Context: an optimization exercise on an open-source flow, tuned for small area, a short achievable clock period and few clock cycles per item. The choices shown serve that exercise and are no tape-out recipe. At most, simulation tests tie the RTL to the original design; equivalence was not proved.

// aes128_cipher
module aes128_cipher (
    input  wire         clk,
    input  wire         rst,           
    input  wire         in_valid,
    output wire         in_ready,
    input  wire         in_decrypt,    
    input  wire [127:0] in_key,
    input  wire [127:0] in_block,
    output reg          out_valid,
    output reg  [127:0] out_block
);
    function [7:0] xtime;
        input [7:0] a;
        xtime = {a[6:0], 1'b0} ^ (a[7] ? 8'h1b : 8'h00);
    endfunction
    function [31:0] mix_col;
        input [31:0] c;
        reg [7:0] a0, a1, a2, a3, t;
        begin
            a0 = c[31:24]; a1 = c[23:16]; a2 = c[15:8]; a3 = c[7:0];
            t = a0 ^ a1 ^ a2 ^ a3;
            mix_col[31:24] = a0 ^ t ^ xtime(a0 ^ a1);
            mix_col[23:16] = a1 ^ t ^ xtime(a1 ^ a2);
            mix_col[15:8]  = a2 ^ t ^ xtime(a2 ^ a3);
            mix_col[7:0]   = a3 ^ t ^ xtime(a3 ^ a0);
        end
    endfunction
    function [31:0] p_col;
        input [31:0] c;
        reg [7:0] a0, a1, a2, a3, u, v;
        begin
            a0 = c[31:24]; a1 = c[23:16]; a2 = c[15:8]; a3 = c[7:0];
            u = xtime(xtime(a0 ^ a2));
            v = xtime(xtime(a1 ^ a3));
            p_col = {a0 ^ u, a1 ^ v, a2 ^ u, a3 ^ v};
        end
    endfunction
    function [7:0] rcon;
        input [3:0] n;
        case (n)
            4'd1:    rcon = 8'h01;
            4'd2:    rcon = 8'h02;
            4'd3:    rcon = 8'h04;
            4'd4:    rcon = 8'h08;
            4'd5:    rcon = 8'h10;
            4'd6:    rcon = 8'h20;
            4'd7:    rcon = 8'h40;
            4'd8:    rcon = 8'h80;
            4'd9:    rcon = 8'h1b;
            4'd10:   rcon = 8'h36;
            default: rcon = 8'h00;
        endcase
    endfunction
    reg         r0_v, r0_dec;
    reg [3:0]   r0_rnd;
    reg [127:0] r0_st, r0_k;
  ...
Size in the first run: ~9,800 cells after synthesis, roughly 390 I/O pins.
export LEC_CHECK = 0
export CAP_MARGIN = 20
export CELL_PAD_IN_SITES_DETAIL_PLACEMENT = 2
export CELL_PAD_IN_SITES_GLOBAL_PLACEMENT = 2
export CORE_MARGIN = 2
export CORE_UTILIZATION = 15
export PLACE_DENSITY = 0.35
export SLEW_MARGIN = 20
create_clock -name core_clock -period 10.0 [get_ports {clk}]
run.sh (not shown) runs the stock make flow with config.mk's settings and CLKGATE_MAP_FILE= SYNTH_SCRIPT=/design/flow/synth_recipe.tcl, a recipe that flattens the netlist after the stock synthesis.
The first run went through all stages and came out clean.
Then changed:
--- a/flow/config.mk
+++ b/flow/config.mk
@@ -7,0 +8 @@
+export ABC_AREA = 1
@@ -13,0 +15 @@
+export SETUP_SLACK_MARGIN = 5
Effect:
- flip-flop and latch count is unchanged
- clock skew came out higher by 0.051 ns
- first-iteration DRC count came out higher by about 25%
- worst hold slack is worse by 0.012 ns
Then changed:
--- a/flow/config.mk
+++ b/flow/config.mk
@@ -8 +7,0 @@
-export ABC_AREA = 1
@@ -13,2 +12,2 @@
-export CORE_UTILIZATION = 15
-export PLACE_DENSITY = 0.35
+export CORE_UTILIZATION = 45
+export PLACE_DENSITY = 0.65
=> The changed run finished clean; global-route usage rises by 20 points; design area falls by 14%; worst hold slack is better by 0.0095 ns; non-clock buffer count falls by 185; die area falls by about 70%; worst setup slack is worse by 0.33 ns.
Then changed:
--- a/flow/config.mk
+++ b/flow/config.mk
@@ -12,2 +12,2 @@
-export CORE_UTILIZATION = 45
-export PLACE_DENSITY = 0.65
+export CORE_UTILIZATION = 15
+export PLACE_DENSITY = 0.35
- wire length rises by a quarter to a third
- maximum frequency went up slightly
- design area climbs by roughly a tenth
- count of clock-buffer cells in the layout rises by 54
- setup slack gains 0.039 ns
- core utilization decreases by 33 points
- synthesized cell count does not change
- via count went down by a few percent
- die area climbs to 3.0 times its value
Function was not checked in any run of this note: the RTL went through the layout flow alone.


== the previous run ==
Another version of the RTL of aes128_cipher (not shown whole).
Size in the first run: ~10000 cells after synthesis, ~390 I/O pins, ~100000 um^2 of cells after synthesis.
clock: 10.0 ns
lec_check: 0
cap_margin: 20
cell_pad_in_sites_detail_placement: 2
cell_pad_in_sites_global_placement: 2
core_margin: 2
core_utilization: 45
place_density: 0.65
slew_margin: 20
standard.sh (not shown) runs the stock make flow with config.mk's settings and CLKGATE_MAP_FILE= SYNTH_SCRIPT=/design/flow/synth_recipe.tcl, a recipe that flattens the netlist after the stock synthesis.
==> flow/flow/run.sh <==
#!/bin/bash
set -euo pipefail
bash standard.sh SETUP_SLACK_MARGIN=7.0 finish > flow_standard.log 2>&1
Testbench counts of the previous run, summed over its fixed seeds: cycles 34,072, items 3,200.
#### Input delta (the current run over the previous run)
==> flow/flow/run.sh <==
#!/bin/bash
set -euo pipefail
bash standard.sh SETUP_SLACK_MARGIN=6.5 finish > flow_standard.log 2>&1
[summary]
Compared with the previous run, in the current run number of H-tree levels stayed essentially flat; shortest clock period the worst path allows after layout rose by 64 ps; worst hold slack rose by 15 ps. Cmp the current run and the previous run / non-clock buffering overhead in the final layout / higher: the previous run. Delta (the current run minus the previous run): wire length on met3 saw a decrease, finished layout cell area now sits lower. The current run reached the end of the flow, and the finished layout is clean on the timing, DRC and antenna checks. Number of global-route vias before repair, the current run and the previous run: smaller value in the current run. On worst setup slack after placement, the previous run beats the current run.


Setup of oak:
aes128_cipher, a different RTL version from the one above (not shown whole).
Size in the first run: ~1700 flip-flops, about 390 I/O pins.
make LEC_CHECK=0 CAP_MARGIN=20 CELL_PAD_IN_SITES_DETAIL_PLACEMENT=2 CELL_PAD_IN_SITES_GLOBAL_PLACEMENT=2 CORE_MARGIN=2 CORE_UTILIZATION=45 PLACE_DENSITY=0.65 SETUP_SLACK_MARGIN=5 SLEW_MARGIN=20 finish   # period 10.0 ns
run.sh (not shown) runs the stock make flow with config.mk's settings and CLKGATE_MAP_FILE= SYNTH_SCRIPT=/design/flow/synth_recipe.tcl, a recipe that flattens the netlist after the stock synthesis.
Stock flow here: none of the scripts above is used.
Every stage of the flow completed for oak, and the final layout passed the timing, DRC and antenna checks.
[inputs] pine vs oak
# oak
export LEC_CHECK = 0
export CAP_MARGIN = 20
export CELL_PAD_IN_SITES_DETAIL_PLACEMENT = 2
export CELL_PAD_IN_SITES_GLOBAL_PLACEMENT = 2
export CORE_MARGIN = 2
export CORE_UTILIZATION = 45
export PLACE_DENSITY = 0.65
export SETUP_SLACK_MARGIN = 5
export SLEW_MARGIN = 20
create_clock -name core_clock -period 10.0 [get_ports {clk}]
# pine
export LEC_CHECK = 0
export CAP_MARGIN = 20
export CELL_PAD_IN_SITES_DETAIL_PLACEMENT = 2
export CELL_PAD_IN_SITES_GLOBAL_PLACEMENT = 2
export CORE_MARGIN = 2
export CORE_UTILIZATION = 45
export PLACE_DENSITY = 0.65
export SLEW_MARGIN = 20
create_clock -name core_clock -period 10.0 [get_ports {clk}]
==> flow/flow/run.sh (new file) <==
#!/bin/bash
set -euo pipefail
bash standard.sh SETUP_SLACK_MARGIN=6.5 finish > flow_standard.log 2>&1
==> flow/standard.sh (new file) <==
#!/bin/bash
# synth_recipe.tcl (not shown) runs the flow's synth.tcl, then flattens the netlist and writes it again
# the make line also repeats each setting of config.mk as NAME=value (left out here)
make -C /OpenROAD-flow-scripts/flow DESIGN_CONFIG=/design/flow/config.mk WORK_HOME=/design/flow/orfs CLKGATE_MAP_FILE= SYNTH_SCRIPT=/design/flow/synth_recipe.tcl "${@:-finish}"
removed: flow/run.sh
Synthesis-to-finish area growth (pine over oak): increase, 0.22 points
Comparing pine against oak, there is no change at all in flip-flop and latch count after synthesis.
oak -> pine: wire length flat
The final layout from pine, which completed every stage, passed the timing, DRC and antenna checks at the end of the flow.
oak ran to completion and came out clean on the timing, DRC and antenna checks.
Clock period minus worst slack, pine and oak, higher one = oak.
Worst setup slack, pine and oak: higher on pine
Diff oak -> pine: final instance count without filler cells has remained practically unchanged; footprint of the flip-flops and latches shows no meaningful change; maximum frequency saw an increase; sequential share of layout area closely matched the old numbers; remaining max-slew budget at the tightest pin higher.
For pine, the startpoint of the most critical setup path was r3_k[43], unlike oak, where it was ov.
--- input diff pine..birch ---
==> flow/flow/run.sh <==
#!/bin/bash
set -euo pipefail
bash standard.sh SETUP_SLACK_MARGIN=7.5 finish > flow_standard.log 2>&1
Notes after the runs:
- pine -> birch: weighted congestion at the end of routability-driven global placement decreased slightly
- From pine to birch the numbers moved as follows: instance area at placement has increased; synthesized cell count was more or less identical; share of synthesized cell area in and, or, nand and nor gates comparable.
- Deepest clock path buffer count: birch vs pine identical
- birch vs. pine: register bit total from synthesis essentially unchanged, post-cts sizing count increased about 900%.
- birch is listed as incomplete: the tool reported an error in clock tree synthesis (4_1_cts) and the run ended there.
Function was not checked in any run of this note: the RTL went through the layout flow alone.


aes128_cipher, a different RTL version from the one above (not shown whole).
Size: roughly 10000 cells after synthesis, roughly 1600 flip-flops, roughly 390 I/O pins.
export LEC_CHECK = 0
export CAP_MARGIN = 20
export CELL_PAD_IN_SITES_DETAIL_PLACEMENT = 2
export CELL_PAD_IN_SITES_GLOBAL_PLACEMENT = 2
export CORE_MARGIN = 2
export CORE_UTILIZATION = 38
export PLACE_DENSITY = 0.55
export SLEW_MARGIN = 20
create_clock -name core_clock -period 10.0 [get_ports {clk}]
standard.sh (not shown) runs the stock make flow with config.mk's settings and CLKGATE_MAP_FILE= SYNTH_SCRIPT=/design/flow/synth_recipe.tcl, a recipe that flattens the netlist after the stock synthesis.
==> flow/flow/run.sh <==
#!/bin/bash
set -euo pipefail
bash standard.sh SETUP_SLACK_MARGIN=7.0 finish > flow_standard.log 2>&1
Edit:
==> flow/flow/run.sh (replaced) <==
#!/bin/bash
set -euo pipefail
bash standard.sh SETUP_SLACK_MARGIN=6.5 finish > flow_standard.log 2>&1
CORE_UTILIZATION = 45   (was 38)
PLACE_DENSITY = 0.65   (was 0.55)
What happened: The new run completed, yet does not pass: capacitance limit, slew limit. Critical path depth shrinks by 1. Cell area shrinks by 4.5%. Area after synthesis stays the same.
No run of this note included a check of the RTL's function; only the layout flow was run.

==> re-timing with driven ports <==
How much do the figures lean on ideal ports? The routed layouts below were timed once more, with nothing changed but the port constraints.
Step 1: set_driving_cell puts a clkbuf_16 on clk and a buf_2 on each other input, an assumption about the parent block.
Step 2 also shifts input and output timing later by t, the mid clock arrival at the registers, as if the neighbouring blocks saw the same clock.
Slacks: no drivers / after step 1 / after step 2; pairs: no drivers / after step 1.
| run | t (ns) | slack for setup (ns) | latest minus earliest clock arrival (ns) | slew at the worst register clock pin (ns) |
|---|---|---|---|---|
| the first run of note 1 | 1.051 | 4.828 / 4.828 / 4.828 | 0.065 / 0.065 | 0.08 / 0.08 |
| the second run of note 1 | 1.061 | 5.382 / 5.369 / 5.382 | 0.114 / 0.114 | 0.07 / 0.07 |
| the third run of note 1 | 0.943 | 5.049 / 5.049 / 5.049 | 0.057 / 0.057 | 0.07 / 0.07 |
| the fourth run of note 1 | 1.050 | 5.088 / 5.088 / 5.088 | 0.067 / 0.066 | 0.07 / 0.07 |
| the previous run | 0.979 | 6.505 / 6.417 / 5.973 | 0.095 / 0.095 | 0.08 / 0.08 |
| the current run | 0.978 | 6.441 / 6.423 / 5.573 | 0.062 / 0.063 | 0.07 / 0.07 |
| oak | 0.983 | 5.404 / 5.404 / 5.404 | 0.071 / 0.071 | 0.08 / 0.08 |
| pine | 0.974 | 6.343 / 6.343 / 5.490 | 0.070 / 0.070 | 0.07 / 0.07 |
| the first run of note 4 | 0.966 | 6.103 / 5.998 / 6.053 | 0.106 / 0.106 | 0.07 / 0.07 |
| the second run of note 4 | 0.994 | 5.871 / 5.763 / 5.132 | 0.067 / 0.067 | 0.09 / 0.09 |
The setup slack of the current run, which loses most, moves by -0.018 ns with the drivers and by -0.868 ns with both steps.
